Context: an optimization exercise on an open-source flow, tuned for a short achievable clock period and few clock cycles. The choices shown serve that exercise and are no tape-out recipe.
Function was checked by simulation only, so behaviour that the tests miss may differ from the original.
No activity file was given, so power comes from the tool's default toggle rates.

==> flow/design.v <==
module ost_desc_decode (
    input  wire [63:0] raw_lo,
    input  wire [63:0] raw_hi,
    input  wire        wide,
    output wire [63:0] base,
    output wire [19:0] limit,
    output wire [3:0]  dtype,
    output wire        s,
    output wire [1:0]  dpl,
    output wire        p,
    output wire        avl,
    output wire        l,
    output wire        db,
    output wire        g
);
    assign limit = {raw_lo[51:48], raw_lo[15:0]};
    assign base  = {(wide ? raw_hi[31:0] : 32'h0), raw_lo[63:56], raw_lo[39:32], raw_lo[31:16]};
    assign dtype = raw_lo[43:40];
    assign s     = raw_lo[44];
    assign dpl   = raw_lo[46:45];
    assign p     = raw_lo[47];
    assign avl   = raw_lo[52];
    assign l     = raw_lo[53];
    assign db    = raw_lo[54];
    assign g     = raw_lo[55];
endmodule
module ost_sel_decode (
    input  wire [15:0] sel,
    output wire [1:0]  rpl,
    output wire        ti,
    output wire [12:0] index
);
    assign rpl   = sel[1:0];
    assign ti    = sel[2];
    assign index = sel[15:3];
endmodule
module ost_ddmd (
    input  wire         clk,
    input  wire         rst,
    input  wire         req_valid,
    output wire         req_ready,
    input  wire [31:0]  req_op,
    input  wire [31:0]  req_in_len,
    input  wire [31:0]  req_out_cap,
    input  wire [95:0]  req_in,         
    output wire         resp_valid,
    input  wire         resp_ready,
    output wire [1:0]   resp_status,
    output wire [31:0]  resp_bytes,
    output wire [319:0] resp_out,       
    output wire         prim_valid,
    output wire [2:0]   prim_cmd,
    output wire [63:0]  prim_addr,
    output wire [63:0]  prim_wdata,
    input  wire         prim_ack,
    input  wire [63:0]  prim_rdata,
    input  wire [15:0]  prim_rlimit,
    input  wire         prim_fault,
    output wire         faulted
);
    reg s_idle;      
    reg s_done;      
    reg s_fault;     
    reg s_prim;      
    reg s_msr;       
    reg s_rdsreg, s_sgdt, s_fix, s_memlo, s_memhi;
    reg s_clr;       
    reg ready_q, valid_q, pvalid_q;    
    reg [2:0]   cmd_q;
    reg [63:0]  addr_q;
    reg [63:0]  wdata_q;
    reg [1:0]   status_q;
    reg         bytes3_q, bytes5_q;
    reg [2:0]   cmd_o;
    reg [63:0]  addr_o;
    reg [63:0]  wdata_o;
    reg [3:0]   rq_o;
    reg [12:0]  idx_q;         
    reg         hi_ok_q;       
    reg [63:0]  out_lo;        
    reg [31:0]  f_base_lo;
    reg [31:0]  f_base_hi;
    reg [3:0]   f_type;
    reg         f_s, f_p, f_avl, f_l, f_db, f_g;
    reg [1:0]   f_dpl;
    reg [63:0]  f_raw_lo;
    reg [63:0]  f_raw_hi;
    assign req_ready   = ready_q;
    assign resp_valid  = valid_q;
    assign faulted     = s_fault;
    assign prim_valid  = pvalid_q;
    assign prim_cmd    = cmd_o;
    assign prim_addr   = addr_o;
    assign prim_wdata  = wdata_o;
    assign resp_status = rq_o[3:2];
    assign resp_bytes  = {26'd0, rq_o[0], 1'b0, rq_o[1], 3'd0};
    assign resp_out    = {f_raw_hi, f_raw_lo,
                          7'd0, f_g, 7'd0, f_db, 7'd0, f_l, 7'd0, f_avl,
                          7'd0, f_p, 6'd0, f_dpl, 7'd0, f_s, 4'd0, f_type,
                          f_base_hi, f_base_lo, out_lo};
    wire go_rd, go_wr, go_qs;
    wire [1:0] chk_status;
    wire       chk_b3;
    ost_req_check u_chk (
        .op(req_op), .len(req_in_len), .cap(req_out_cap), .seg(req_in[15:0]),
        .go_rd(go_rd), .go_wr(go_wr), .go_qs(go_qs),
        .status(chk_status), .b3(chk_b3)
    );
    wire        sel_ti    = prim_rdata[2];
    wire [12:0] sel_index = prim_rdata[15:3];
    wire sel_res;
    ost_sel_res u_res (.ti(sel_ti), .index(sel_index), .res(sel_res));
    wire [13:0] idx1 = {1'b0, idx_q} + 14'd1;
    wire lo_gt, hi_gt;
    ost_gt16 u_lo (.a({idx_q, 3'b111}), .b(prim_rlimit), .gt(lo_gt));
    ost_gt16 u_hi (.a({idx1[12:0], 3'b111}), .b(prim_rlimit), .gt(hi_gt));
    wire [12:0] ea_sum;
    wire        ea_co_n;
    ost_add13 u_add (.a(prim_rdata[15:3]), .b(idx_q), .s(ea_sum), .co_n(ea_co_n));
    wire acc, a_rd, a_sg, a_sg_n, e_done_n, e_prim_n, e_msr_n, e_rd_n, e_sg_n, e_ml_n;
    wire n_idle, n_ready, n_done, n_valid, n_prim, n_pvalid, n_fault;
    wire n_msr, n_rdsreg, n_sgdt, n_fix, n_memlo, n_memhi, n_clr;
    ost_next_early u_early (
        .rst(rst), .req_valid(req_valid), .resp_ready(resp_ready),
        .ack(prim_ack), .fault(prim_fault), .lo_s(prim_rdata[44]), .hi_ok(hi_ok_q),
        .s_idle(s_idle), .s_done(s_done), .s_prim(s_prim), .s_fault(s_fault),
        .s_msr(s_msr), .s_rdsreg(s_rdsreg), .s_sgdt(s_sgdt), .s_fix(s_fix),
        .s_memlo(s_memlo), .s_memhi(s_memhi), .s_clr(s_clr),
        .acc(acc), .a_rd(a_rd), .a_sg(a_sg), .a_sg_n(a_sg_n),
        .e_done_n(e_done_n), .e_prim_n(e_prim_n), .e_msr_n(e_msr_n), .e_rd_n(e_rd_n),
        .e_sg_n(e_sg_n), .e_ml_n(e_ml_n),
        .n_fault(n_fault), .n_memhi(n_memhi), .n_clr(n_clr)
    );
    ost_next u_next (
        .go_rd(go_rd), .go_wr(go_wr), .go_qs(go_qs), .res(sel_res), .gt(lo_gt), .co_n(ea_co_n),
        .acc(acc), .a_rd(a_rd), .a_sg(a_sg), .a_sg_n(a_sg_n),
        .e_done_n(e_done_n), .e_prim_n(e_prim_n), .e_msr_n(e_msr_n), .e_rd_n(e_rd_n),
        .e_sg_n(e_sg_n), .e_ml_n(e_ml_n),
        .n_done(n_done), .n_done2(n_valid), .n_prim(n_prim), .n_prim2(n_pvalid),
        .n_msr(n_msr), .n_rdsreg(n_rdsreg), .n_sgdt(n_sgdt), .n_fix(n_fix), .n_memlo(n_memlo)
    );
    ost_idle_next u_idle  (.rst(rst), .req_valid(req_valid), .resp_ready(resp_ready),
                           .s_idle(s_idle), .s_done(s_done), .n_idle(n_idle));
    ost_idle_next u_ready (.rst(rst), .req_valid(req_valid), .resp_ready(resp_ready),
                           .s_idle(s_idle), .s_done(s_done), .n_idle(n_ready));
    always @(posedge clk) begin
        s_idle   <= n_idle;
        ready_q  <= n_ready;
        s_done   <= n_done;
        valid_q  <= n_valid;
        s_prim   <= n_prim;
        pvalid_q <= n_pvalid;
        s_fault  <= n_fault;
        s_msr    <= n_msr;
        s_rdsreg <= n_rdsreg;
        s_sgdt   <= n_sgdt;
        s_fix    <= n_fix;
        s_memlo  <= n_memlo;
        s_memhi  <= n_memhi;
        s_clr    <= n_clr;
    end
    wire [63:0] dec_base;
    wire [19:0] dec_limit;
    wire [3:0]  dec_type;
    wire        dec_s, dec_p, dec_avl, dec_l, dec_db, dec_g;
    wire [1:0]  dec_dpl;
    ost_desc_decode u_dec (
        .raw_lo (prim_rdata),
        .raw_hi (64'd0),
        .wide   (1'b0),
        .base   (dec_base),
        .limit  (dec_limit),
        .dtype  (dec_type),
        .s      (dec_s),
        .dpl    (dec_dpl),
        .p      (dec_p),
        .avl    (dec_avl),
        .l      (dec_l),
        .db     (dec_db),
        .g      (dec_g)
    );
    wire in_prim = s_prim | s_fix;
    wire [63:0] wdata_d;
    ost_ao22 #(64) u_wdata (.a({64{s_idle}}), .b(req_in[95:32]), .c({64{~s_idle}}), .d(wdata_q), .y(wdata_d));
    wire [63:0] wdata_od;
    ost_ao22 #(64) u_wdata_o (.a({64{s_idle}}), .b(req_in[95:32]), .c({64{~s_idle}}), .d(wdata_q), .y(wdata_od));
    wire [3:0] rq_d, rq_od;
    ost_ao22 #(4) u_rq (.a({4{s_idle}}), .b({chk_status, chk_b3, go_qs}),
                        .c({4{~s_idle}}), .d({status_q, bytes3_q, bytes5_q}), .y(rq_d));
    ost_ao22 #(4) u_rq_o (.a({4{s_idle}}), .b({chk_status, chk_b3, go_qs}),
                          .c({4{~s_idle}}), .d({status_q, bytes3_q, bytes5_q}), .y(rq_od));
    always @(posedge clk) begin
        wdata_q <= wdata_d;
        wdata_o <= wdata_od;
        {status_q, bytes3_q, bytes5_q} <= rq_d;
        rq_o    <= rq_od;
    end
    wire [2:0] cmd_d;
    ost_cmd_next u_cmd (
        .s_idle(s_idle), .s_rdsreg(s_rdsreg), .s_sgdt(s_sgdt), .ack(prim_ack),
        .op(req_op[1:0]), .q(cmd_q), .d(cmd_d)
    );
    wire [2:0] cmd_od;
    ost_cmd_next u_cmd_o (
        .s_idle(s_idle), .s_rdsreg(s_rdsreg), .s_sgdt(s_sgdt), .ack(prim_ack),
        .op(req_op[1:0]), .q(cmd_q), .d(cmd_od)
    );
    always @(posedge clk) begin
        cmd_q <= cmd_d;
        cmd_o <= cmd_od;
    end
    wire [63:0] addr_inc;
    assign addr_inc[63:16] = s_fix ? addr_q[63:16] + 48'd1 : addr_q[63:16];
    assign addr_inc[15:0]  = addr_q[15:0];
    wire [63:0] addr_nx8 = {addr_q[63:3] + 61'd1, addr_q[2:0]};
    wire [63:0] addr_oth, addr_d, addr_od;
    ost_addr_other u_aoth (
        .s_idle(s_idle), .s_memlo(s_memlo), .ack(prim_ack),
        .rq(req_in[31:0]), .nx8(addr_nx8), .q(addr_inc), .d(addr_oth)
    );
    ost_mux2n #(64) u_amux (
        .s(s_sgdt), .sn(~s_sgdt),
        .a({prim_rdata[63:16], ea_sum, prim_rdata[2:0]}), .b(addr_oth), .y(addr_d)
    );
    ost_mux2n #(64) u_amux_o (
        .s(s_sgdt), .sn(~s_sgdt),
        .a({prim_rdata[63:16], ea_sum, prim_rdata[2:0]}), .b(addr_oth), .y(addr_od)
    );
    always @(posedge clk) begin
        addr_q <= addr_d;
        addr_o <= addr_od;
    end
    wire [12:0] idx_d;
    ost_ao22 #(13) u_idx (.a({13{s_rdsreg}}), .b(sel_index), .c({13{~s_rdsreg}}), .d(idx_q), .y(idx_d));
    wire hi_d;
    ost_ao22 #(1) u_hi_ok (.a(s_sgdt), .b(~hi_gt & ~idx1[13]), .c(~s_sgdt), .d(hi_ok_q), .y(hi_d));
    always @(posedge clk) begin
        idx_q   <= idx_d;
        hi_ok_q <= hi_d;
    end
    wire [63:0] out_lo_new = s_msr   ? prim_rdata :
                             s_memlo ? {12'd0, dec_limit, 7'd0, ~prim_rdata[44], 7'd0, 1'b1, out_lo[15:0]} :
                                       {out_lo[63:16], prim_rdata[15:0]};
    wire [63:0] out_lo_ld = {{48{s_msr | s_memlo}}, {16{s_msr | s_rdsreg}}};
    wire [63:0] out_lo_hd = {{48{~s_idle & ~s_msr & ~s_memlo & ~s_clr}}, {16{~s_idle & ~s_msr & ~s_rdsreg}}};
    wire [63:0] out_lo_d;
    ost_ao22 #(64) u_out_lo (.a(out_lo_ld), .b(out_lo_new), .c(out_lo_hd), .d(out_lo), .y(out_lo_d));
    always @(posedge clk) out_lo <= out_lo_d;
    wire [109:0] lo_new = {dec_base[31:0], dec_type, dec_s, dec_dpl, dec_p, dec_avl,
                           dec_l, dec_db, dec_g, prim_rdata};
    wire [109:0] lo_q   = {f_base_lo, f_type, f_s, f_dpl, f_p, f_avl, f_l, f_db, f_g, f_raw_lo};
    wire [109:0] lo_d;
    ost_ao22 #(110) u_lo_f (.a({110{s_memlo}}), .b(lo_new), .c({110{~s_idle & ~s_memlo & ~s_clr}}), .d(lo_q), .y(lo_d));
    always @(posedge clk)
        {f_base_lo, f_type, f_s, f_dpl, f_p, f_avl, f_l, f_db, f_g, f_raw_lo} <= lo_d;
    wire [95:0] hi_q = {f_base_hi, f_raw_hi};
    wire [95:0] hi_f_d;
    ost_ao22 #(96) u_hi_f (.a({96{s_memhi}}), .b({prim_rdata[31:0], prim_rdata}),
                           .c({96{~s_idle & ~s_memhi}}), .d(hi_q), .y(hi_f_d));
    always @(posedge clk) {f_base_hi, f_raw_hi} <= hi_f_d;
endmodule
module ost_ao22 #(parameter W = 1) (
    input  wire [W-1:0] a,
    input  wire [W-1:0] b,
    input  wire [W-1:0] c,
    input  wire [W-1:0] d,
    output wire [W-1:0] y
);
    assign y = (a & b) | (c & d);
endmodule
module ost_cmd_next (
    input  wire       s_idle, input wire s_rdsreg, input wire s_sgdt, input wire ack,
    input  wire [1:0] op,
    input  wire [2:0] q,
    output wire [2:0] d
);
    wire to_sgdt  = s_rdsreg & ack;
    wire to_memrd = s_sgdt & ack;
    wire hold     = ~s_idle & ~to_sgdt & ~to_memrd;
    assign d[0] = (s_idle & op[1] & ~op[0]) | to_sgdt | (hold & q[0]);
    assign d[1] = (s_idle & op[1] & op[0]) | to_sgdt | (hold & q[1]);
    assign d[2] = to_memrd | (hold & q[2]);
endmodule
module ost_inv (input wire a, output wire y);
    assign y = ~a;
endmodule
module ost_nor2 (input wire a, input wire b, output wire y);
    assign y = ~(a | b);
endmodule
module ost_nand2 (input wire a, input wire b, output wire y);
    assign y = ~(a & b);
endmodule
module ost_nor3 (input wire a, input wire b, input wire c, output wire y);
    assign y = ~(a | b | c);
endmodule
module ost_nand3 (input wire a, input wire b, input wire c, output wire y);
    assign y = ~(a & b & c);
endmodule
module ost_nand4 (input wire a, input wire b, input wire c, input wire d, output wire y);
    assign y = ~(a & b & c & d);
endmodule
module ost_aoi21 (input wire a, input wire b, input wire c, output wire y);
    assign y = ~((a & b) | c);
endmodule
module ost_oai21 (input wire a, input wire b, input wire c, output wire y);
    assign y = ~((a | b) & c);
endmodule
module ost_oai31 (input wire a, input wire b, input wire c, input wire d, output wire y);
    assign y = ~((a | b | c) & d);
endmodule
module ost_xnor2 (input wire a, input wire b, output wire y);
    assign y = ~(a ^ b);
endmodule
module ost_xor2 (input wire a, input wire b, output wire y);
    assign y = a ^ b;
endmodule
module ost_req_check (
    input  wire [31:0] op,
    input  wire [31:0] len,
    input  wire [31:0] cap,
    input  wire [15:0] seg,
    output wire        go_rd,      
    output wire        go_wr,      
    output wire        go_qs,      
    output wire [1:0]  status,     
    output wire        b3          
);
    genvar k;
    wire [14:0] z1o;
    wire [13:0] z1l;
    wire [12:0] z1c;
    wire [6:0]  z1s;
    generate
        for (k = 0; k < 15; k = k + 1) begin : o1
            ost_nor2 u (.a(op[2+2*k]), .b(op[3+2*k]), .y(z1o[k]));
        end
        for (k = 0; k < 14; k = k + 1) begin : l1
            ost_nor2 u (.a(len[4+2*k]), .b(len[5+2*k]), .y(z1l[k]));
        end
        for (k = 0; k < 13; k = k + 1) begin : c1
            ost_nor2 u (.a(cap[6+2*k]), .b(cap[7+2*k]), .y(z1c[k]));
        end
        for (k = 0; k < 6; k = k + 1) begin : s1
            ost_nor2 u (.a(seg[3+2*k]), .b(seg[4+2*k]), .y(z1s[k]));
        end
    endgenerate
    ost_inv   u_s15 (.a(seg[15]), .y(z1s[6]));
    wire zl32, zl321, nl32, zc543, c40n, s21n;
    ost_nor2  u_zl32  (.a(len[3]), .b(len[2]), .y(zl32));
    ost_nor3  u_zl321 (.a(len[3]), .b(len[2]), .c(len[1]), .y(zl321));
    ost_nand2 u_nl32  (.a(len[3]), .b(len[2]), .y(nl32));
    ost_nor3  u_zc543 (.a(cap[5]), .b(cap[4]), .c(cap[3]), .y(zc543));
    ost_oai21 u_c40n  (.a(cap[4]), .b(cap[3]), .c(cap[5]), .y(c40n));
    ost_nand2 u_s21n  (.a(seg[2]), .b(seg[1]), .y(s21n));
    wire op0n, op1n, sel_rd, sel_wr, sel_qs, sel_any;
    ost_inv   u_op0n (.a(op[0]), .y(op0n));
    ost_inv   u_op1n (.a(op[1]), .y(op1n));
    ost_nor2  u_selrd (.a(op[1]), .b(op0n), .y(sel_rd));
    ost_nor2  u_selwr (.a(op1n), .b(op[0]), .y(sel_wr));
    ost_nor2  u_selqs (.a(op1n), .b(op0n), .y(sel_qs));
    ost_nand2 u_selany (.a(op1n), .b(op0n), .y(sel_any));
    wire [4:0] n2o, n2l, n2c;
    wire [2:0] n2s;
    generate
        for (k = 0; k < 5; k = k + 1) begin : o2
            ost_nand3 u (.a(z1o[3*k]), .b(z1o[3*k+1]), .c(z1o[3*k+2]), .y(n2o[k]));
        end
        for (k = 0; k < 4; k = k + 1) begin : l2
            ost_nand3 u (.a(z1l[3*k]), .b(z1l[3*k+1]), .c(z1l[3*k+2]), .y(n2l[k]));
        end
        for (k = 0; k < 3; k = k + 1) begin : c2
            ost_nand3 u (.a(z1c[3*k]), .b(z1c[3*k+1]), .c(z1c[3*k+2]), .y(n2c[k]));
        end
    endgenerate
    ost_nand2 u_l2x (.a(z1l[12]), .b(z1l[13]), .y(n2l[4]));
    ost_nand2 u_c2x (.a(z1c[9]),  .b(z1c[10]), .y(n2c[3]));
    ost_nand2 u_c2y (.a(z1c[11]), .b(z1c[12]), .y(n2c[4]));
    ost_nand3 u_s2a (.a(z1s[0]), .b(z1s[1]), .c(z1s[2]), .y(n2s[0]));
    ost_nand2 u_s2b (.a(z1s[3]), .b(z1s[4]), .y(n2s[1]));
    ost_nand2 u_s2c (.a(z1s[5]), .b(z1s[6]), .y(n2s[2]));
    wire zoa, zob, zla, zlb, zca, zcb, zs;
    ost_nor3 u_zoa (.a(n2o[0]), .b(n2o[1]), .c(n2o[2]), .y(zoa));
    ost_nor2 u_zob (.a(n2o[3]), .b(n2o[4]), .y(zob));
    ost_nor3 u_zla (.a(n2l[0]), .b(n2l[1]), .c(n2l[2]), .y(zla));
    ost_nor2 u_zlb (.a(n2l[3]), .b(n2l[4]), .y(zlb));
    ost_nor3 u_zca (.a(n2c[0]), .b(n2c[1]), .c(n2c[2]), .y(zca));
    ost_nor2 u_zcb (.a(n2c[3]), .b(n2c[4]), .y(zcb));
    ost_nor3 u_zs  (.a(n2s[0]), .b(n2s[1]), .c(n2s[2]), .y(zs));
    wire len_ge4, len_ge2, len_ge12, cap_ge8, cap_ge40;
    ost_nand3 u_lge4  (.a(zla), .b(zlb), .c(zl32),  .y(len_ge4));
    ost_nand3 u_lge2  (.a(zla), .b(zlb), .c(zl321), .y(len_ge2));
    ost_nand3 u_lge12 (.a(zla), .b(zlb), .c(nl32),  .y(len_ge12));
    ost_nand3 u_cge8  (.a(zca), .b(zcb), .c(zc543), .y(cap_ge8));
    ost_nand3 u_cge40 (.a(zca), .b(zcb), .c(c40n),  .y(cap_ge40));
    wire oprd_n, opwr_n, opqs_n, opok_n, seg_bad;
    ost_nand3 u_oprd (.a(zoa), .b(zob), .c(sel_rd),  .y(oprd_n));
    ost_nand3 u_opwr (.a(zoa), .b(zob), .c(sel_wr),  .y(opwr_n));
    ost_nand3 u_opqs (.a(zoa), .b(zob), .c(sel_qs),  .y(opqs_n));
    ost_nand3 u_opok (.a(zoa), .b(zob), .c(sel_any), .y(opok_n));
    ost_nand2 u_segb (.a(zs), .b(s21n), .y(seg_bad));
    wire rds_n, qss_n, wrs_n, op_ok;
    ost_nand2 u_rds (.a(len_ge4), .b(cap_ge8),  .y(rds_n));
    ost_nand2 u_qss (.a(len_ge2), .b(cap_ge40), .y(qss_n));
    ost_inv   u_wrs (.a(len_ge12), .y(wrs_n));
    ost_inv   u_ok  (.a(opok_n), .y(op_ok));
    wire qs_sz;
    ost_nor2 u_gord (.a(oprd_n), .b(rds_n), .y(go_rd));
    ost_nor2 u_gowr (.a(opwr_n), .b(wrs_n), .y(go_wr));
    ost_nor3 u_goqs (.a(opqs_n), .b(qss_n), .c(seg_bad), .y(go_qs));
    ost_nor2 u_qssz (.a(opqs_n), .b(qss_n), .y(qs_sz));
    wire inv_n, b3_n;
    ost_nor3  u_st0 (.a(go_rd), .b(go_wr), .c(qs_sz), .y(status[0]));
    ost_nand2 u_invn (.a(qs_sz), .b(seg_bad), .y(inv_n));
    ost_nand2 u_st1 (.a(op_ok), .b(inv_n), .y(status[1]));
    ost_nor2  u_b3n (.a(go_rd), .b(go_qs), .y(b3_n));
    ost_inv   u_b3  (.a(b3_n), .y(b3));
endmodule
module ost_sel_res (
    input  wire        ti,
    input  wire [12:0] index,
    output wire        res       
);
    wire [6:0] z1;
    wire [2:0] n2;
    wire       z13;
    genvar k;
    generate
        for (k = 0; k < 6; k = k + 1) begin : a
            ost_nor2 u (.a(index[2*k]), .b(index[2*k+1]), .y(z1[k]));
        end
    endgenerate
    ost_inv   u_z12 (.a(index[12]), .y(z1[6]));
    ost_nand3 u_n0 (.a(z1[0]), .b(z1[1]), .c(z1[2]), .y(n2[0]));
    ost_nand2 u_n1 (.a(z1[3]), .b(z1[4]), .y(n2[1]));
    ost_nand2 u_n2 (.a(z1[5]), .b(z1[6]), .y(n2[2]));
    ost_nor3  u_z (.a(n2[0]), .b(n2[1]), .c(n2[2]), .y(z13));
    ost_nor2  u_r (.a(ti), .b(z13), .y(res));
endmodule
module ost_gt16 (
    input  wire [15:0] a,
    input  wire [15:0] b,
    output wire        gt
);
    wire [15:0] an = ~a;
    wire [15:0] g0, p0;
    wire [7:0]  g1n, p1n;
    wire [3:0]  g2, p2;
    wire [1:0]  g3n, p3n;
    genvar i;
    generate
        for (i = 0; i < 16; i = i + 1) begin : l0
            ost_nor2  ug (.a(an[i]), .b(b[i]), .y(g0[i]));
            ost_nand2 up (.a(an[i]), .b(b[i]), .y(p0[i]));
        end
        for (i = 0; i < 8; i = i + 1) begin : l1
            ost_aoi21 ug (.a(p0[2*i+1]), .b(g0[2*i]), .c(g0[2*i+1]), .y(g1n[i]));
            ost_nand2 up (.a(p0[2*i+1]), .b(p0[2*i]), .y(p1n[i]));
        end
        for (i = 0; i < 4; i = i + 1) begin : l2
            ost_oai21 ug (.a(p1n[2*i+1]), .b(g1n[2*i]), .c(g1n[2*i+1]), .y(g2[i]));
            ost_nor2  up (.a(p1n[2*i+1]), .b(p1n[2*i]), .y(p2[i]));
        end
        for (i = 0; i < 2; i = i + 1) begin : l3
            ost_aoi21 ug (.a(p2[2*i+1]), .b(g2[2*i]), .c(g2[2*i+1]), .y(g3n[i]));
            ost_nand2 up (.a(p2[2*i+1]), .b(p2[2*i]), .y(p3n[i]));
        end
    endgenerate
    ost_oai21 u4 (.a(p3n[1]), .b(g3n[0]), .c(g3n[1]), .y(gt));
endmodule
module ost_add13 (
    input  wire [12:0] a,
    input  wire [12:0] b,
    output wire [12:0] s,
    output wire        co_n
);
    wire [12:0] g0n, p0n, t;
    wire [12:0] g1, p1, g2n, p2n, g3, p3, g4n;
    genvar i;
    generate
        for (i = 0; i < 13; i = i + 1) begin : l0
            ost_nand2 ug (.a(a[i]), .b(b[i]), .y(g0n[i]));
            ost_nor2  up (.a(a[i]), .b(b[i]), .y(p0n[i]));
        end
        for (i = 0; i < 13; i = i + 1) begin : l1
            if (i < 1) begin : k
                ost_inv ug (.a(g0n[i]), .y(g1[i]));
                ost_inv up (.a(p0n[i]), .y(p1[i]));
            end else begin : c
                ost_oai21 ug (.a(p0n[i]), .b(g0n[i-1]), .c(g0n[i]), .y(g1[i]));
                ost_nor2  up (.a(p0n[i]), .b(p0n[i-1]), .y(p1[i]));
            end
        end
        for (i = 0; i < 13; i = i + 1) begin : l2
            if (i < 2) begin : k
                ost_inv ug (.a(g1[i]), .y(g2n[i]));
                ost_inv up (.a(p1[i]), .y(p2n[i]));
            end else begin : c
                ost_aoi21 ug (.a(p1[i]), .b(g1[i-2]), .c(g1[i]), .y(g2n[i]));
                ost_nand2 up (.a(p1[i]), .b(p1[i-2]), .y(p2n[i]));
            end
        end
        for (i = 0; i < 13; i = i + 1) begin : l3
            if (i < 4) begin : k
                ost_inv ug (.a(g2n[i]), .y(g3[i]));
                ost_inv up (.a(p2n[i]), .y(p3[i]));
            end else begin : c
                ost_oai21 ug (.a(p2n[i]), .b(g2n[i-4]), .c(g2n[i]), .y(g3[i]));
                ost_nor2  up (.a(p2n[i]), .b(p2n[i-4]), .y(p3[i]));
            end
        end
        for (i = 0; i < 13; i = i + 1) begin : l4
            if (i < 8) begin : k
                ost_inv ug (.a(g3[i]), .y(g4n[i]));
            end else begin : c
                ost_aoi21 ug (.a(p3[i]), .b(g3[i-8]), .c(g3[i]), .y(g4n[i]));
            end
        end
        for (i = 0; i < 13; i = i + 1) begin : sm
            if (i < 1) begin : k
                ost_xnor2 ut (.a(a[i]), .b(b[i]), .y(t[i]));     
                ost_inv   us (.a(t[i]), .y(s[i]));
            end else begin : c
                ost_xor2  ut (.a(a[i]), .b(b[i]), .y(t[i]));     
                ost_xnor2 us (.a(t[i]), .b(g4n[i-1]), .y(s[i]));
            end
        end
    endgenerate
    assign co_n = g4n[12];
endmodule
module ost_next_early (
    input  wire rst, input wire req_valid, input wire resp_ready,
    input  wire ack, input wire fault, input wire lo_s, input wire hi_ok,
    input  wire s_idle, input wire s_done, input wire s_prim, input wire s_fault,
    input  wire s_msr, input wire s_rdsreg, input wire s_sgdt, input wire s_fix,
    input  wire s_memlo, input wire s_memhi, input wire s_clr,
    output wire acc, output wire a_rd, output wire a_sg, output wire a_sg_n,
    output wire e_done_n, output wire e_prim_n, output wire e_msr_n, output wire e_rd_n,
    output wire e_sg_n, output wire e_ml_n,
    output wire n_fault, output wire n_memhi, output wire n_clr
);
    wire rstn = ~rst;
    assign acc    = rstn & s_idle & req_valid;
    assign a_rd   = rstn & ack & s_rdsreg;
    assign a_sg   = rstn & ack & s_sgdt;
    assign a_sg_n = ~(rstn & ack & s_sgdt);
    wire ok = ack & ~fault;
    assign e_done_n = ~(rstn & ((s_done & ~resp_ready) | (ok & (s_msr | s_memhi | (s_memlo & lo_s))) | s_clr));
    assign e_prim_n = ~(rstn & (s_fix | (s_prim & ~ack) | (ok & s_memlo & ~lo_s & hi_ok)));
    assign e_msr_n  = ~(rstn & s_msr & ~ack);
    assign e_rd_n   = ~(rstn & s_rdsreg & ~ack);
    assign e_sg_n   = ~(rstn & s_sgdt & ~ack);
    assign e_ml_n   = ~(rstn & (s_fix | (s_memlo & ~ack)));
    assign n_fault  = rstn & (s_fault | (ack & fault & (s_msr | s_memlo | s_memhi)));
    assign n_memhi  = rstn & ((ok & s_memlo & ~lo_s & hi_ok) | (s_memhi & ~ack));
    assign n_clr    = rstn & ok & s_memlo & ~lo_s & ~hi_ok;
endmodule
module ost_idle_next (
    input  wire rst, input wire req_valid, input wire resp_ready,
    input  wire s_idle, input wire s_done,
    output wire n_idle
);
    assign n_idle = rst | (s_idle & ~req_valid) | (s_done & resp_ready);
endmodule
module ost_next (
    input  wire go_rd, input wire go_wr, input wire go_qs,    
    input  wire res,                                          
    input  wire gt,                                           
    input  wire co_n,                                         
    input  wire acc, input wire a_rd, input wire a_sg, input wire a_sg_n,
    input  wire e_done_n, input wire e_prim_n, input wire e_msr_n, input wire e_rd_n,
    input  wire e_sg_n, input wire e_ml_n,
    output wire n_done, output wire n_done2, output wire n_prim, output wire n_prim2,
    output wire n_msr, output wire n_rdsreg, output wire n_sgdt, output wire n_fix,
    output wire n_memlo
);
    wire go_n, unres, gt_n;
    ost_nor3 u_gon (.a(go_rd), .b(go_wr), .c(go_qs), .y(go_n));
    ost_inv  u_unr (.a(res), .y(unres));
    ost_inv  u_gtn (.a(gt), .y(gt_n));
    wire t_acc_stop, t_acc_go, t_acc_msr, t_acc_qs, t_rd_stop, t_rd_go, t_sg_stop, t_sg_go;
    ost_nand2 u_t1 (.a(acc), .b(go_n), .y(t_acc_stop));
    ost_oai31 u_t2 (.a(go_rd), .b(go_wr), .c(go_qs), .d(acc), .y(t_acc_go));
    ost_oai21 u_t3 (.a(go_rd), .b(go_wr), .c(acc), .y(t_acc_msr));
    ost_nand2 u_t4 (.a(acc), .b(go_qs), .y(t_acc_qs));
    ost_nand2 u_t5 (.a(a_rd), .b(unres), .y(t_rd_stop));
    ost_nand2 u_t6 (.a(a_rd), .b(res), .y(t_rd_go));
    ost_nand2 u_t7 (.a(a_sg), .b(gt), .y(t_sg_stop));
    ost_nand3 u_t8 (.a(a_sg), .b(gt_n), .c(co_n), .y(t_sg_go));
    ost_nand4 u_done  (.a(t_acc_stop), .b(t_rd_stop), .c(t_sg_stop), .d(e_done_n), .y(n_done));
    ost_nand4 u_done2 (.a(t_acc_stop), .b(t_rd_stop), .c(t_sg_stop), .d(e_done_n), .y(n_done2));
    ost_nand4 u_prim  (.a(t_acc_go), .b(t_rd_go), .c(t_sg_go), .d(e_prim_n), .y(n_prim));
    ost_nand4 u_prim2 (.a(t_acc_go), .b(t_rd_go), .c(t_sg_go), .d(e_prim_n), .y(n_prim2));
    ost_nand2 u_msr   (.a(t_acc_msr), .b(e_msr_n), .y(n_msr));
    ost_nand2 u_rdsreg (.a(t_acc_qs), .b(e_rd_n), .y(n_rdsreg));
    ost_nand2 u_sgdt  (.a(t_rd_go), .b(e_sg_n), .y(n_sgdt));
    ost_nor3  u_fix   (.a(a_sg_n), .b(gt), .c(co_n), .y(n_fix));
    ost_nand2 u_memlo (.a(t_sg_go), .b(e_ml_n), .y(n_memlo));
endmodule
module ost_addr_other (
    input  wire        s_idle, input wire s_memlo, input wire ack,
    input  wire [31:0] rq,
    input  wire [63:0] nx8,
    input  wire [63:0] q,
    output wire [63:0] d
);
    assign d = (s_memlo & ack) ? nx8 : (s_idle ? {q[63:32], rq} : q);
endmodule
module ost_mux2n #(parameter W = 1) (
    input  wire         s,       
    input  wire         sn,      
    input  wire [W-1:0] a,
    input  wire [W-1:0] b,
    output wire [W-1:0] y
);
    wire [W-1:0] an, bn;
    genvar i;
    generate
        for (i = 0; i < W; i = i + 1) begin : m
            ost_nand2 ua (.a(s),  .b(a[i]), .y(an[i]));
            ost_nand2 ub (.a(sn), .b(b[i]), .y(bn[i]));
            ost_nand2 uy (.a(an[i]), .b(bn[i]), .y(y[i]));
        end
    endgenerate
endmodule
==> flow/flow/run.sh <==
#!/bin/bash
set -o pipefail
MARGIN=${MARGIN:-7}
bash standard.sh SETUP_SLACK_MARGIN=$MARGIN \
    "BUFFER_PORTS_ARGS=-buffer_cell sky130_fd_sc_hd__buf_4" \
    finish > flow_standard.log 2>&1
rc=$?
cp -r orfs/logs/sky130hd/ost_ddmd/base orfs_logs 2>/dev/null
exit $rc
==> flow/standard.sh <==
#!/bin/bash
# synth_recipe.tcl (not shown) runs the flow's synth.tcl, then flattens the netlist and writes it again
# the make line also repeats each setting of config.mk as NAME=value (left out here)
make -C /OpenROAD-flow-scripts/flow DESIGN_CONFIG=/design/flow/config.mk WORK_HOME=/design/flow/orfs CLKGATE_MAP_FILE= SYNTH_SCRIPT=/design/flow/synth_recipe.tcl "${@:-finish}"
==> flow/config.mk <==
export PLATFORM = sky130hd
export DESIGN_NAME = ost_ddmd
export DESIGN_NICKNAME = ost_ddmd
export VERILOG_FILES = /design/flow/design.v
export SDC_FILE = /design/flow/constraint.sdc
export NUM_CORES = 4
export LEC_CHECK = 0
export CAP_MARGIN = 20
export CORE_AREA = 5 5 215 215
export CTS_CLUSTER_DIAMETER = 60
export CTS_CLUSTER_SIZE = 10
export DIE_AREA = 0 0 220 220
export SLEW_MARGIN = 40
export SYNTH_HIERARCHICAL = 1
export SYNTH_MINIMUM_KEEP_SIZE = 0
==> flow/constraint.sdc <==
create_clock -name core_clock -period 10.0 [get_ports {clk}]
set_input_delay 2.0000 -clock core_clock [delete_from_list [all_inputs] [get_ports {clk}]]
set_output_delay 2.0000 -clock core_clock [all_outputs]
set_load 0.01 [all_outputs]
==> metrics.cfg, run 1 <==
[setup_path]
worstRegToRegCells = 6
crit_fanout = 2
rrSetupSlack_ps = 7080
critPathBufInv = 1
worstPathRequired_ps = 8000
cpPeakStageDelay_ps = 390
crit_family = flip-flops
reg2reg_from = s_memlo$_DFF_P_
critPathKind = reg2out
critical_path_cell_count = 1
path_cells = buf_6
cp-end-kind = output pin
start_kind = flip-flop
crit_arrival_ps = 1110
r2r_end = f_raw_lo[12]$_DFF_P_
critPathSlowestCell = dfxtp_2

[global_routing]
grt-ovfl-total = 0
grt_pass1_vias = 23980
grt_pass1_wl_um = 147800
antenna_found_initial = 7
grt_usage = 0.3944
grt_max_degree = 85

[placement]
io_buffers = 680
gp_congestion = 0.9556
dp.cells = 3833
place_hpwl_um = 65140
placed_area_um2 = 29630

[power]
irDropWorstVdd_v = 0.0001245
p_leak_nw = 16.09
p_per_area_nw_per_um2 = 151.4

[cells_and_area]
drive_gt1_frac = 0.4328
fill_cells = 2614
final_nets = 3755
stdcell_area_um2 = 34950
fin_util = 0.7956
final_cells = 4087
synthToLayoutAreaGrowth_pct = 41.85

[die]
core_area_um2 = 43930
row_count = 77
io_pins = 767
die_x_um = 220
die_y_um = 220
initial_utilization = 0.5608
die_area_um2 = 48400

[min_path]
min_delay_path_depth = 1
hp-class = reg2reg
min_from = wdata_q[47]$_DFF_P_
min_to = wdata_o[47]$_DFF_P_

[synthesis]
netlist_area_um2 = 24640
avgSynthCellArea_um2 = 9.238
ys_warn_count = 7
synthCells = 2667

[clock_network]
cts_tree = built
clock_path_buffers = 3
clkSlewWorstSetupHoldPaths_ps = 60
cts.sink_count = 566
cts_max_level = 3
holdBufCountCts = 0
cts_buffers = 70
cts_root_buf = clkbuf_16
clk_latency_ps = 590

[route]
finalWirelength_um = 104400
wl_per_cell_um = 25.55
drt-pass1-iter-count = 6
drcViolationCount = 0
vias = 24680
via_per_inst = 6.038
ant_nets = 0
dr.first_iter.drc_count = 2762

[timing]
slew_headroom = 0.4098
rsz0062_at_grt = yes
fin_crit_ps = 3111
fmax_mhz = 321.5
slew_violations = 0
setup_viol = 0
finalHoldViolations = 0
tns_ps = 0
worst_pin_slew_ps = 885.3
skew_ps = 21.15
finalCritPeriodShare = 0.3111
hold_ws_ps = 458.1

[status]
status = no timing/DRC/antenna violations

[job]
cap_violations = 0

[how the worst max path moves through the flow]
stage	slack (ps)	to	start
global route	6880	resp_out[127]	f_base_hi[31]$_DFF_P_
floorplan	6720	f_avl$_DFF_P_	s_memlo$_DFF_P_
detailed placement	6400	addr_o[42]$_DFF_P_	prim_ack
global placement	6390	addr_o[42]$_DFF_P_	prim_ack
CTS	6880	faulted	s_fault$_DFF_P_
finish	6890	resp_out[127]	f_base_hi[31]$_DFF_P_
[timing repair]
item / CTS / global route
resized for setup: 799 / 38
buffers inserted: 116 / 44
pin swaps: 0 / 2
endpoints found under the setup margin: 468 / 573
[registers in the layout, summed over array words and instances (netlist names), 3 cells and up]
name,count
addr_o,64
cmd_o,3
addr_q,64
cmd_q,3
out_lo,64
f_raw_hi,64
f_base_hi,32
rq_o,4
idx_q,13
f_raw_lo,64
wdata_o,64
f_type,4
f_base_lo,32
wdata_q,64
[where the power goes]
part	internal (mW)	total [mW]	switching (mW)
sequential	2.35	2.43	0.0791
clock	1.31	2.29	0.980
combinational	0.254	0.566	0.312
[area by class of cell]
type / instances / area (um^2) / area share
tap: 592 / 740.7 / 0.02119
timing repair buffer: 859 / 8008 / 0.2291
sequential: 566 / 11860 / 0.3394
clock inverter: 12 / 126.4 / 0.003616
clock buffer: 75 / 1812 / 0.05184
inverter: 74 / 285.3 / 0.008162
multi-input combinational: 1903 / 12100 / 0.3462
antenna: 6 / 15.01 / 0.0004296
[per-layer routing]
layer	global-route usage	routed length, um	vias to the layer above
met1	0.4630	37520	11870
met2	0.6451	49360	1659
met4	0.2255	6928	2
li1	-	-	10750
met5	0	7	-
met3	0.1150	10610	394
[metrics by stage]
stage	total power, mW	setup slack (ps)
after global routing	5.420	6882
final	5.292	6889
after CTS	5.220	6877
after detailed placement	2.961	6403
after global placement	2.948	6394
after floorplan	2.715	6716
[cells in the final DEF, fill, tap and decap left out, types with 22 or more instances in the layout]
cell,instances
xnor2_1,67
nand2_1,557
o21ai_1,63
o21ai_0,23
nand4_1,42
xor2_1,71
nor3_1,22
buf_4,446
buf_6,412
nand3_1,80
dfxtp_1,155
clkbuf_16,71
nor2_1,175
dfxtp_2,404
a22o_1,444
inv_1,71
mux2_4,30
conb_1,88
a21oi_2,36
mux2i_1,53
Testbench counts, summed over its fixed seeds: cycles 50,336.
==> run 2, diff against run 1 <==
--- a/flow/config.mk
+++ b/flow/config.mk
@@ -8,6 +8,7 @@
 export CAP_MARGIN = 20
-export CORE_AREA = 5 5 215 215
+export CORE_AREA = 5 5 235 235
 export CTS_CLUSTER_DIAMETER = 60
 export CTS_CLUSTER_SIZE = 10
-export DIE_AREA = 0 0 220 220
+export DIE_AREA = 0 0 240 240
+export PLACE_DENSITY = 0.8
 export SLEW_MARGIN = 40
==> run 2 against run 1 <==
  * Worst hold slack improved by 3.8 ps
  * Synthesized area is the same
  * Cell area up 0.40%
  * Sequential cell count did not move
  * Total power increased by 0.26%
  * Non-clock buffer count shrank 6
  * Maximum frequency rose by 0.55%
  * Clock power is 2% higher
  * Combinational power shrank 3%
  * Critical path type unchanged
  * Critical endpoint is now resp_out[68]
  * Largest power group unchanged
==> metrics.cfg, run 2 <==
[global_routing]
antenna_found_initial = 4
grt-ovfl-total = 0
grt_usage = 0.3103
grt_pass1_vias = 22790
grt_max_degree = 97
grt_pass1_wl_um = 139400

[route]
vias = 23730
via_per_inst = 5.683
finalWirelength_um = 97230
dr.first_iter.drc_count = 2082
wl_per_cell_um = 23.29
drt-pass1-iter-count = 8
drcViolationCount = 0
ant_nets = 0

[timing]
fmax_mhz = 323.2
rsz0062_at_grt = yes
finalCritPeriodShare = 0.3094
hold_ws_ps = 461.9
slew_violations = 0
tns_ps = 0
worst_pin_slew_ps = 932.7
setup_viol = 0
slew_headroom = 0.3782
fin_crit_ps = 3094
skew_ps = 27.21
finalHoldViolations = 0

[clock_network]
cts_buffers = 70
cts.sink_count = 566
holdBufCountCts = 0
clock_path_buffers = 3
clkSlewWorstSetupHoldPaths_ps = 60
cts_max_level = 3
cts_root_buf = clkbuf_16
cts_tree = built
clk_latency_ps = 610

[cells_and_area]
final_common_cell = nand2_1
final_cell_mix = 557 x nand2_1, 444 x a22o_1, 441 x buf_4, 412 x buf_6, 401 x dfxtp_2
multi_input_area_um2 = 12100
seq_area_um2 = 11860
final_nets = 3749
synthToLayoutAreaGrowth_pct = 42.42
fill_cells = 3695
drive_gt1_frac = 0.4301
fin_util = 0.6691

[power]
irDropWorstVdd_v = 0.0001305
p_per_area_nw_per_um2 = 151.2
p_leak_nw = 16.11

[setup_path]
reg2reg_from = addr_q[34]$_DFF_P_
worstPathRequired_ps = 8000
cp-end-kind = output pin
critPathKind = reg2out
crit_arrival_ps = 1090
worstRegToRegCells = 8
path_cells = buf_6
rrSetupSlack_ps = 7100
cpPeakStageDelay_ps = 370
crit_fanout = 2
r2r_end = addr_o[47]$_DFF_P_
critPathBufInv = 1
critPathSlowestCell = dfxtp_2
critPathLaunch = f_base_lo[4]$_DFF_P_
critical_path_cell_count = 1
start_kind = flip-flop
crit_family = flip-flops
critPathCapture = resp_out[68]

[die]
io_pins = 767
row_count = 84
die_y_um = 240
core_area_um2 = 52450
initial_utilization = 0.4698
die_x_um = 240
die_area_um2 = 57600

[placement]
place_hpwl_um = 62480
gp_congestion = 0.9741
io_buffers = 680

[synthesis]
avgSynthCellArea_um2 = 9.238
synthCells = 2667
ys_warn_count = 7
netlist_area_um2 = 24640

[status]
status = no timing/DRC/antenna violations

[min_path]
hp-class = reg2reg
min_delay_path_depth = 1

[job]
cap_violations = 0

-- run 2: timing repair --
| action | 4_1_cts | 5_1_grt |
|---|---|---|
| pin swaps | 0 | 2 |
| setup endpoints to repair | 449 | 457 |
| buffers inserted | 110 | 43 |
| gates resized for setup | 785 | 47 |
-- run 2: how the worst min path moves through the flow --
| stage | from | to | slack, ps |
|---|---|---|---|
| floorplan | bytes3_q$_DFF_P_ | bytes3_q$_DFF_P_ | 440 |
| global route | wdata_q[9]$_DFF_P_ | wdata_o[9]$_DFF_P_ | 480 |
| finish | wdata_q[37]$_DFF_P_ | wdata_o[37]$_DFF_P_ | 460 |
| global placement | wdata_q[43]$_DFF_P_ | wdata_o[43]$_DFF_P_ | 440 |
| detailed placement | wdata_q[37]$_DFF_P_ | wdata_o[37]$_DFF_P_ | 450 |
| CTS | wdata_q[34]$_DFF_P_ | wdata_o[34]$_DFF_P_ | 460 |
-- run 2: through the flow --
step	power, mW	worst slack (ps)	instance area, um^2	cells
global route	5.471	6875	35090	4175
detailed placement	2.958	6081	29760	3931
global placement	2.949	6077	29750	3931
floorplan	2.715	6716	25110	2753
CTS	5.297	6889	34630	4130
finish	5.305	6906	35090	4175
-- run 2: cell type report --
type	count	share of cell area
Multi-Input combinational cell	1903	0.3447
Sequential cell	566	0.3381
Timing Repair Buffer	853	0.2266
Clock buffer	77	0.05245
Tap cell	688	0.02453
Inverter	74	0.008094
Clock inverter	12	0.005455
Antenna cell	2	0.0001426
-- run 2: metal layers --
layer | wire, um | up-vias | GRT usage
met1 | 37950 | 11330 | 0.3937
met2 | 44910 | 1344 | 0.4950
met4 | 4643 | 2 | 0.1398
met3 | 9709 | 293 | 0.08626
met5 | 13 | - | 0
li1 | - | 10750 | -
-- run 2: power breakdown --
part	internal [mW]	total (mW)	switching, mW
Clock	1.36	2.33	0.968
Sequential	2.36	2.43	0.0720
Combinational	0.252	0.548	0.296
==> run 3, diff against run 2 <==
--- a/flow/config.mk
+++ b/flow/config.mk
@@ -12,3 +12,2 @@
 export DIE_AREA = 0 0 240 240
-export PLACE_DENSITY = 0.8
 export SLEW_MARGIN = 40
==> run 3 against run 2 <==
  * Die area is the same
  * Critical endpoint is now resp_out[294]
  * Clock power shrank 3%
  * Setup slack gained 5.5 ps
  * Critical path type unchanged
  * Worst hold slack lost 4.9 ps
  * Sequential power is essentially flat
==> metrics.cfg, run 3 <==
[setup_path]
crit_fanout = 2
cp-end-kind = output pin
crit_family = flip-flops
critPathLaunch = f_raw_hi[38]$_DFF_P_
crit_arrival_ps = 1090
worstPathRequired_ps = 8000
reg2reg_from = addr_q[34]$_DFF_P_
critPathKind = reg2out
start_kind = flip-flop
path_cells = buf_6
critPathBufInv = 1
cpPeakStageDelay_ps = 370
critPathSlowestCell = dfxtp_2

[global_routing]
antenna_found_initial = 4
grt_max_degree = 82
grt-ovfl-total = 0
grt_pass1_vias = 22080
grt_usage = 0.3008
grt_pass1_wl_um = 136000

[cells_and_area]
multi_input_area_um2 = 12070
final_cells = 4134
final_cell_mix = 557 x nand2_1, 444 x a22o_1, 410 x buf_6, 405 x dfxtp_2, 403 x buf_4
seq_area_um2 = 11860
final_common_cell = nand2_1
diodes = 0
synthToLayoutAreaGrowth_pct = 41.07
fill_cells = 4219
drive_gt1_frac = 0.4237
final_nets = 3711

[status]
status = no timing/DRC/antenna violations

[synthesis]
avgSynthCellArea_um2 = 9.238
netlist_area_um2 = 24640
ys_warn_count = 7
synthCells = 2667

[timing]
slew_violations = 0
finalCritPeriodShare = 0.3088
skew_ps = 16.66
setup_viol = 0
finalHoldViolations = 0
worst_pin_slew_ps = 935.5
tns_ps = 0
fmax_mhz = 323.8
slew_headroom = 0.3716
fin_crit_ps = 3088
rsz0062_at_grt = yes

[die]
die_area_um2 = 57600
io_pins = 767
die_y_um = 240
core_area_um2 = 52450
initial_utilization = 0.4698
die_x_um = 240
row_count = 84

[clock_network]
cts.sink_count = 566
cts_tree = built
cts_root_buf = clkbuf_16
cts_buffers = 69
cts_max_level = 3
clk_latency_ps = 610
holdBufCountCts = 0
clock_path_buffers = 3
clkSlewWorstSetupHoldPaths_ps = 50

[power]
p_leak_nw = 15.86
p_int_mw = 3.923
clkPwrFrac = 0.432
seq_power_share = 0.465
irDropWorstVdd_v = 0.0001180
p_per_area_nw_per_um2 = 150.5
combPwrFrac = 0.104
switchingPower_mw = 1.308
swShare = 0.2501

[route]
vias = 22760
via_per_inst = 5.506
drt-pass1-iter-count = 5
wl_per_cell_um = 22.35
drcViolationCount = 0
finalWirelength_um = 92380
dr.first_iter.drc_count = 1488
ant_nets = 0

[min_path]
hp-class = reg2reg
min_from = wdata_q[42]$_DFF_P_

[placement]
gp_congestion = 0.9470
io_buffers = 680
dp.cells = 3930
place_hpwl_um = 66750

[job]
cap_violations = 0

run 3: layer usage:
layer | wire length, um | track usage | up-vias | part of all wire
met4 | 1235 | 0.05485 | 0 | 0.013
li1 | - | - | 10680 | -
met2 | 43570 | 0.4899 | 897 | 0.47
met3 | 8132 | 0.08660 | 93 | 0.088
met1 | 39450 | 0.4054 | 11100 | 0.43
met5 | 0 | 0 | - | 0
run 3: path summary, 6_finish.rpt:
| check | endpoint | slack, ps | depth (start not counted) |
|---|---|---|---|
| worst max-delay path | resp_out[294] | 6910 | 1 |
| worst min-delay path | wdata_o[42]$_DFF_P_ | 460 | 1 |
| worst max register to register | addr_q[47]$_DFF_P_ | 7160 | 8 |
| worst min register to register | wdata_o[42]$_DFF_P_ | 460 | 1 |
run 3: final cells by class:
class	instances	share of cell area
Sequential cell	566	0.3413
Tap cell	688	0.02477
Multi-Input combinational cell	1903	0.3473
Clock inverter	12	0.005472
Clock buffer	75	0.05090
Timing Repair Buffer	816	0.2220
Inverter	74	0.008208
run 3: stage by stage:
stage	power, mW	utilization	hold slack (ps)	cell area (um^2)	worst slack (ps)
finish	5.231	0.6627	456.9	34760	6912
global route	5.399	0.6627	480.0	34760	6878
CTS	5.259	0.6585	460.8	34530	6875
detailed placement	2.967	0.5682	448.5	29800	6134
global placement	2.953	0.5669	449.0	29730	6142
floorplan	2.715	-	440.5	25110	6716
run 3: what timing repair did:
| item | CTS | global route |
|---|---|---|
| setup endpoints to repair | 452 | 449 |
| setup buffers | 96 | 20 |
| pin swaps | 0 | 1 |
| cloned | 0 | 0 |
| resized for setup | 810 | 19 |
run 3: power by group through the flow:
stage	Clock, mW	Sequential, mW	Combinational, mW
after floorplan	0	2.46	0.252
after detailed placement	0	2.46	0.508
after global placement	0	2.46	0.497
after global routing	2.38	2.44	0.582
final	2.26	2.43	0.542
after CTS	2.29	2.43	0.538
==> run 4, diff against run 3 <==
--- a/flow/flow/run.sh
+++ b/flow/flow/run.sh
@@ -2,3 +2,3 @@
 set -o pipefail
-MARGIN=${MARGIN:-7}
+MARGIN=${MARGIN:-8}
 bash standard.sh SETUP_SLACK_MARGIN=$MARGIN \
==> run 4 against run 3 <==
  * Routed wire length increased by 12%
  * Global-route usage increased by 2.5 points
  * Clock skew increased by 5.5 ps
  * Setup slack got worse by 12 ps
  * Sequential power about the same
  * Synthesized cell count unchanged
  * Sequential cell count unchanged
  * Via count increased by 7.6%
  * Cell area increased by 14%
  * First-iteration DRC count increased by 2.9%
  * Largest cell class unchanged
  * Highest routed layer is now met5
==> metrics.cfg, run 4 <==
[global_routing]
grt-ovfl-total = 0
grt_max_degree = 117
antenna_found_initial = 12
grt_usage = 0.3257
grt_pass1_wl_um = 146500
grt_pass1_vias = 23820

[route]
ant_nets = 0
drt-pass1-iter-count = 5
wl_per_cell_um = 23.63
drcViolationCount = 0
finalWirelength_um = 103100
dr.first_iter.drc_count = 1531
vias = 24490
via_per_inst = 5.615

[timing]
timing.final.ws_setup_ps = 6900
finalCritPeriodShare = 0.3100
slew_headroom = 0.4141
slew_violations = 0
finalHoldViolations = 0
rsz0062_at_grt = yes
setup_viol = 0
worst_pin_slew_ps = 878.8
tns_ps = 0
fin_crit_ps = 3100
skew_ps = 22.14
fmax_mhz = 322.6

[clock_network]
clock_path_buffers = 3
clk_latency_ps = 610
cts_root_buf = clkbuf_16
holdBufCountCts = 0
clkSlewWorstSetupHoldPaths_ps = 60
cts_buffers = 69
cts_max_level = 3
cts_tree = built
cts.sink_count = 566

[cells_and_area]
multi_input_area_um2 = 14090
final_common_cell = buf_6
drive_gt1_frac = 0.5568
final_cells = 4362
stdcell_area_um2 = 39790
final_cell_mix = 501 x buf_6, 461 x buf_4, 446 x nand2_1, 444 x a22o_1, 422 x dfxtp_2
seq_area_um2 = 11980
fill_cells = 3532
final_nets = 3937
synthToLayoutAreaGrowth_pct = 61.48

[power]
irDropWorstVdd_v = 0.0001241
p_per_area_nw_per_um2 = 134.5
power_mw = 5.349
p_leak_nw = 18.08

[die]
die_y_um = 240
row_count = 84
io_pins = 767
initial_utilization = 0.4698
die_x_um = 240
core_area_um2 = 52450
die_area_um2 = 57600

[setup_path]
crit_family = flip-flops
cpPeakStageDelay_ps = 380
cp-end-kind = output pin
crit_fanout = 1
path_cells = buf_6
worstPathRequired_ps = 8000
critPathBufInv = 1
critPathKind = reg2out
crit_arrival_ps = 1100
critPathSlowestCell = dfxtp_4
start_kind = flip-flop

[synthesis]
ys_warn_count = 7
netlist_area_um2 = 24640
synthCells = 2667
avgSynthCellArea_um2 = 9.238

[placement]
placed_area_um2 = 30470
place_hpwl_um = 66750
pre_cts_slack_ps = 6412
dp.cells = 3931
gp_congestion = 0.9358
io_buffers = 680

[status]
status = no timing/DRC/antenna violations

[min_path]
hp-class = reg2reg

[job]
cap_violations = 0

run 4: layer usage:
metal,routed length (um),vias up,part of all wire,global-route usage
met4,4102,16,0.040,0.1123
li1,-,11180,-,-
met2,50340,1001,0.49,0.5577
met5,106,-,0.0010,0
met1,39900,12070,0.39,0.3957
met3,8618,226,0.084,0.09039
run 4: cell type report:
class,instances,area share
diodes,3,0.0001887
clock buffers,74,0.04437
clock inverters,12,0.003554
inverters,74,0.007862
multi-input cells,1908,0.3541
flip-flops and latches,566,0.3011
well taps,688,0.02164
repair buffers,1036,0.2670
repair inverters,1,0.0001887
run 4: worst paths after layout:
path,from,slack [ps],end,cells past startpoint
worst min-delay path,wdata_q[57]$_DFF_P_,460,wdata_o[57]$_DFF_P_,1
worst max register to register,addr_q[20]$_DFF_P_,7550,addr_o[47]$_DFF_P_,8
worst min register to register,wdata_q[57]$_DFF_P_,460,wdata_o[57]$_DFF_P_,1
worst max-delay path,addr_o[14]$_DFF_P_,6900,prim_addr[14],1
run 4: report_power, final:
group | switching [mW] | leakage [nW] | internal [mW] | total, mW
combinational | 0.353 | 12.3 | 0.352 | 0.706
sequential | 0.0635 | 4.82 | 2.36 | 2.42
clock | 0.963 | 0.937 | 1.26 | 2.23
run 4: what timing repair did:
item / in CTS / in global routing
gates cloned: 16 / 2
resized for setup: 941 / 240
pin swaps: 196 / 150
setup endpoints to repair: 794 / 634
setup buffers: 236 / 87
run 4: per-stage QoR:
step	utilization	hold slack, ps
final	0.7586	464.6
after global routing	0.7585	474.3
after CTS	0.7261	461.2
after detailed placement	0.5810	443.3
after global placement	0.5795	440.9
after floorplan	-	440.5
==> run 5, diff against run 4 <==
==> flow/flow/run.sh (replaced) <==
#!/bin/bash
set -o pipefail
MARGIN=${MARGIN:-7}
bash standard.sh SETUP_SLACK_MARGIN=$MARGIN \
    "BUFFER_PORTS_ARGS=-buffer_cell sky130_fd_sc_hd__buf_4" \
    "PLACE_PINS_ARGS=-min_distance 1 -min_distance_in_tracks" \
    finish > flow_standard.log 2>&1
rc=$?
cp -r orfs/logs/sky130hd/ost_ddmd/base orfs_logs 2>/dev/null
exit $rc
--- a/flow/config.mk
+++ b/flow/config.mk
@@ -8,6 +8,6 @@
 export CAP_MARGIN = 20
-export CORE_AREA = 5 5 235 235
+export CORE_AREA = 5 5 215 215
 export CTS_CLUSTER_DIAMETER = 60
 export CTS_CLUSTER_SIZE = 10
-export DIE_AREA = 0 0 240 240
+export DIE_AREA = 0 0 220 220
 export SLEW_MARGIN = 40
==> run 5 against run 4 <==
  * Clock power about the same
  * Core utilization increased by 3.8 points
  * Combinational power decreased by 22%
==> metrics.cfg, run 5 <==
[setup_path]
crit_arrival_ps = 1080
path_cells = buf_6
crit_family = flip-flops
reg2reg_from = s_memlo$_DFF_P_
cpPeakStageDelay_ps = 370
crit_fanout = 2
critPathBufInv = 1
r2r_end = f_base_lo[1]$_DFF_P_
worstRegToRegCells = 5
critPathKind = reg2out
rrSetupSlack_ps = 7040
cp-end-kind = output pin
worstPathRequired_ps = 8000
start_kind = flip-flop
critPathSlowestCell = dfxtp_2

[die]
die_y_um = 220
io_pins = 767
core_area_um2 = 43930
die_x_um = 220
row_count = 77
initial_utilization = 0.5608
die_area_um2 = 48400

[timing]
skew_ps = 10.68
worst_pin_slew_ps = 871.4
fmax_mhz = 324.6
timing.final.ws_setup_ps = 6919
slew_violations = 0
setup_viol = 0
fin_crit_ps = 3081
finalHoldViolations = 0
slew_headroom = 0.4190
finalCritPeriodShare = 0.3081
hold_ws_ps = 465.3
rsz0062_at_grt = yes
tns_ps = 0

[min_path]
min_delay_path_depth = 1
min_from = wdata_q[63]$_DFF_P_
min_to = wdata_o[63]$_DFF_P_
hp-class = reg2reg

[power]
p_per_area_nw_per_um2 = 149.6
p_int_mw = 3.896
seq_power_share = 0.464
power_mw = 5.235
clkPwrFrac = 0.431
p_leak_nw = 16.12
swShare = 0.2558
combPwrFrac = 0.105
switchingPower_mw = 1.339
irDropWorstVdd_v = 0.0001556

[clock_network]
cts_max_level = 3
cts_buffers = 68
clock_path_buffers = 3
cts.sink_count = 566
cts_root_buf = clkbuf_16
clkSlewWorstSetupHoldPaths_ps = 50
cts_tree = built
clk_latency_ps = 600

[global_routing]
grt_usage = 0.3613
grt_max_degree = 129
grt-ovfl-total = 0
grt_pass1_wl_um = 138000
antenna_found_initial = 12
grt_pass1_vias = 23440

[route]
highest_layer = met5
dr.first_iter.drc_count = 2337
via_per_inst = 5.960
wirelength_met1_um = 36250
met3WireLength_um = 9490
drt-pass1-iter-count = 5
drcViolationCount = 0
ant_nets = 0
met2_length_um = 46680
wl_per_cell_um = 24.16
vias = 24420
finalWirelength_um = 99020

[cells_and_area]
fill_cells = 2689
final_cell_mix = 557 x nand2_1, 448 x buf_4, 444 x a22o_1, 412 x buf_6, 402 x dfxtp_2
stdcell_area_um2 = 35000
fin_util = 0.7968
final_common_cell = nand2_1
final_nets = 3760
drive_gt1_frac = 0.4298
seq_area_um2 = 11860
synthToLayoutAreaGrowth_pct = 42.07
multi_input_area_um2 = 12050
final_cells = 4098

[placement]
gp_congestion = 0.9608
pre_cts_slack_ps = 6377
place_hpwl_um = 59840
placed_area_um2 = 29630
dp.cells = 3830
io_buffers = 680

[synthesis]
netlist_area_um2 = 24640
synthCells = 2667
avgSynthCellArea_um2 = 9.238
ys_warn_count = 7

[job]
cap_violations = 0

[status]
status = no timing/DRC/antenna violations

==> run 5: cell type report <==
cell class              count  area share
multi-input cells        1903      0.3442
diodes                     11   0.0007864
clock inverters            10    0.004540
well taps                 592     0.02116
inverters                  74    0.008114
repair buffers            866      0.2316
flip-flops and latches    566      0.3389
clock buffers              76     0.05065
==> run 5: what timing repair did <==
item                                    CTS  global route
setup buffers                           105            65
resized for setup                       791            34
endpoints found under the setup margin  525           545
gates cloned                              0             0
hold buffers                              0             0
pin swaps                                 0             1
==> run 5: power groups by stage <==
stage	clock network [mW]	logic [mW]	registers, mW
after floorplan	0	0.252	2.46
after global placement	0	0.475	2.45
after detailed placement	0	0.489	2.45
after CTS	2.24	0.520	2.42
after global routing	2.37	0.582	2.44
final	2.26	0.550	2.43
==> run 5: how the worst max path moves through the flow <==
stage / from / endpoint / cells past startpoint
6_report: f_base_lo[1]$_DFF_P_ / resp_out[65] / 1
4_1_cts: addr_o[7]$_DFF_P_ / prim_addr[7] / 1
2_1_floorplan: s_memlo$_DFF_P_ / f_avl$_DFF_P_ / 4
5_1_grt: out_lo[32]$_DFF_P_ / resp_out[32] / 1
3_5_place_dp: prim_ack / addr_o[31]$_DFF_P_ / 5
3_3_place_gp: prim_ack / addr_o[31]$_DFF_P_ / 5
==> run 5: per-layer routing <==
| metal | vias to the layer above | GRT usage |
|---|---|---|
| met5 | - | 0.006250 |
| met4 | 4 | 0.2103 |
| met3 | 378 | 0.09287 |
| met2 | 1525 | 0.5796 |
| met1 | 11720 | 0.4396 |
| li1 | 10790 | - |
==> run 6, diff against run 5 <==
--- a/flow/config.mk
+++ b/flow/config.mk
@@ -8,6 +8,6 @@
 export CAP_MARGIN = 20
-export CORE_AREA = 5 5 215 215
+export CORE_AREA = 5 5 255 255
 export CTS_CLUSTER_DIAMETER = 60
 export CTS_CLUSTER_SIZE = 10
-export DIE_AREA = 0 0 220 220
+export DIE_AREA = 0 0 260 260
 export SLEW_MARGIN = 40
==> run 6 against run 5 <==
  * Cell count rose by 4.8%
  * Routed wire length fell by 8.8%
  * Still clean on timing, DRC and antenna
  * First-iteration DRC count fell by 27%
  * Sequential cell count did not move
  * Synthesized cell count did not move
==> metrics.cfg, run 6 <==
[status]
status = no timing/DRC/antenna violations

[setup_path]
cp-end-kind = output pin
critPathKind = reg2out
path_cells = buf_6
r2r_end = addr_o[61]$_DFF_P_
critPathBufInv = 1
rrSetupSlack_ps = 7090
cpPeakStageDelay_ps = 350
crit_family = flip-flops
crit_fanout = 2
worstPathRequired_ps = 8000
critPathSlowestCell = dfxtp_2
crit_arrival_ps = 1080
reg2reg_from = addr_q[41]$_DFF_P_
start_kind = flip-flop
worstRegToRegCells = 8

[clock_network]
cts.sink_count = 566
clock_path_buffers = 3
cts_buffers = 69
cts_tree = built
clk_latency_ps = 610
holdBufCountCts = 0
cts_root_buf = clkbuf_16
clkSlewWorstSetupHoldPaths_ps = 60
cts_max_level = 3

[global_routing]
antenna_found_initial = 5
grt_pass1_wl_um = 134200
grt_usage = 0.2503
grt_pass1_vias = 22380
grt_max_degree = 134
grt-ovfl-total = 0

[power]
power_mw = 5.263
p_per_area_nw_per_um2 = 150.3
p_int_mw = 3.970
switchingPower_mw = 1.293
seq_power_share = 0.461
p_leak_nw = 15.93
clkPwrFrac = 0.439
combPwrFrac = 0.101
swShare = 0.2457
irDropWorstVdd_v = 0.0001238

[timing]
slew_violations = 0
rsz0062_at_grt = yes
slew_headroom = 0.4385
finalHoldViolations = 0
finalCritPeriodShare = 0.3084
fin_crit_ps = 3084
skew_ps = 19.17
tns_ps = 0
fmax_mhz = 324.3
worst_pin_slew_ps = 842.2
setup_viol = 0
hold_ws_ps = 461.4
timing.final.ws_setup_ps = 6916

[route]
drt-pass1-iter-count = 23
wl_per_cell_um = 21.02
vias = 22720
finalWirelength_um = 90290
ant_nets = 0
via_per_inst = 5.290
dr.first_iter.drc_count = 1704
drcViolationCount = 0

[cells_and_area]
fin_util = 0.5666
drive_gt1_frac = 0.4253
synthToLayoutAreaGrowth_pct = 42.17
final_cell_mix = 557 x nand2_1, 444 x a22o_1, 411 x buf_4, 409 x buf_6, 407 x dfxtp_2
final_common_cell = nand2_1
stdcell_area_um2 = 35030
final_nets = 3717
fill_cells = 5446
final_cells = 4295

[min_path]
min_from = wdata_q[63]$_DFF_P_
hp-class = reg2reg
min_to = wdata_o[63]$_DFF_P_
min_delay_path_depth = 1

[placement]
placed_area_um2 = 29950
gp_congestion = 0.9292
dp.cells = 4078
pre_cts_slack_ps = 6363
io_buffers = 680
place_hpwl_um = 64650

[die]
core_area_um2 = 61830
die_y_um = 260
initial_utilization = 0.3985
die_x_um = 260
row_count = 91
die_area_um2 = 67600
io_pins = 767

[synthesis]
synthCells = 2667
avgSynthCellArea_um2 = 9.238
ys_warn_count = 7
netlist_area_um2 = 24640

[job]
cap_violations = 0

run 6: cell count changes in the layout (fill, tap and decap cells not counted), moves of 2 or more:
cell / previous run / this run
dfxtp_4: 8 / 5
diode_2: 11 / 4
or3_4: 1 / 3
nand3_1: 82 / 80
or3_1: 3 / 1
buf_4: 448 / 411
clkbuf_8: 5 / 3
buf_6: 412 / 409
nand3_2: 4 / 6
xnor2_1: 70 / 68
bufinv_16: 1 / 3
xnor2_2: 1 / 3
dfxtp_2: 402 / 407
dfxtp_1: 156 / 154
run 6: repair_timing:
action	CTS	global route
buffers inserted	108	15
gates resized for setup	794	32
pin swaps	0	1
endpoints found under the setup margin	417	454
run 6: layout make-up:
class / count / area (um^2) / area share
flip-flops and latches: 566 / 11860 / 0.3385
clock buffers: 77 / 1808 / 0.05161
diodes: 4 / 10.01 / 0.0002857
inverters: 74 / 284.0 / 0.008108
multi-input cells: 1903 / 12080 / 0.3449
clock inverters: 12 / 207.7 / 0.005929
repair buffers: 822 / 7731 / 0.2207
well taps: 837 / 1047 / 0.02990
run 6: worst max-delay path by stage:
stage,depth (start not counted),start,to
detailed placement,9,prim_rdata[7],addr_q[13]$_DFF_P_
global route,1,f_raw_hi[52]$_DFF_P_,resp_out[308]
global placement,9,prim_rdata[7],addr_q[13]$_DFF_P_
CTS,1,out_lo[21]$_DFF_P_,resp_out[21]
finish,1,out_lo[13]$_DFF_P_,resp_out[13]
floorplan,4,s_memlo$_DFF_P_,f_avl$_DFF_P_
run 6: power by group through the flow:
stage	Clock, mW	Combinational (mW)	Sequential [mW]
final	2.31	0.530	2.42
after global routing	2.46	0.570	2.43
after CTS	2.36	0.525	2.42
after detailed placement	0	0.495	2.45
after global placement	0	0.484	2.45
after floorplan	0	0.252	2.46
run 6: routing by layer:
metal,track usage,vias to the layer above,wire length [um]
li1,-,10690,-
met1,0.3281,10910,38710
met2,0.3785,927,39380
met3,0.07942,197,7879
met4,0.1127,2,4301
met5,0,-,20

[re-timing with driven ports]
Ports are ideal in the flow. The routed layouts listed here were re-timed in OpenROAD. Step 1: set_driving_cell puts a clkbuf_16 on clk and a buf_2 on each other input, an assumption about the parent block. Step 2 adds t to the input delays and takes it off the output delays; t is the mean of the earliest and latest rising clock arrival at the registers after step 1. Input paths then give back, and output paths get back, about the clock's delay inside the block. a / b / c = ideal ports / drivers / drivers and shift; a / b = the first two.
run | shift t [ns] | setup slack, ns | worst setup path after step 2 | slew at the worst register clock pin (ns)
run 1 | 0.643 | 6.889 / 6.826 / 6.337 | input to register | 0.06 / 0.06
run 2 | 0.650 | 6.906 / 6.852 / 6.354 | input to register | 0.06 / 0.06
run 3 | 0.663 | 6.912 / 6.849 / 6.420 | input to register | 0.06 / 0.06
run 4 | 0.658 | 6.900 / 6.843 / 6.457 | input to register | 0.06 / 0.06
run 5 | 0.651 | 6.919 / 6.860 / 6.432 | input to register | 0.06 / 0.06
run 6 | 0.662 | 6.916 / 6.854 / 6.461 | input to register | 0.06 / 0.06
After both steps every run listed still meets setup and hold.
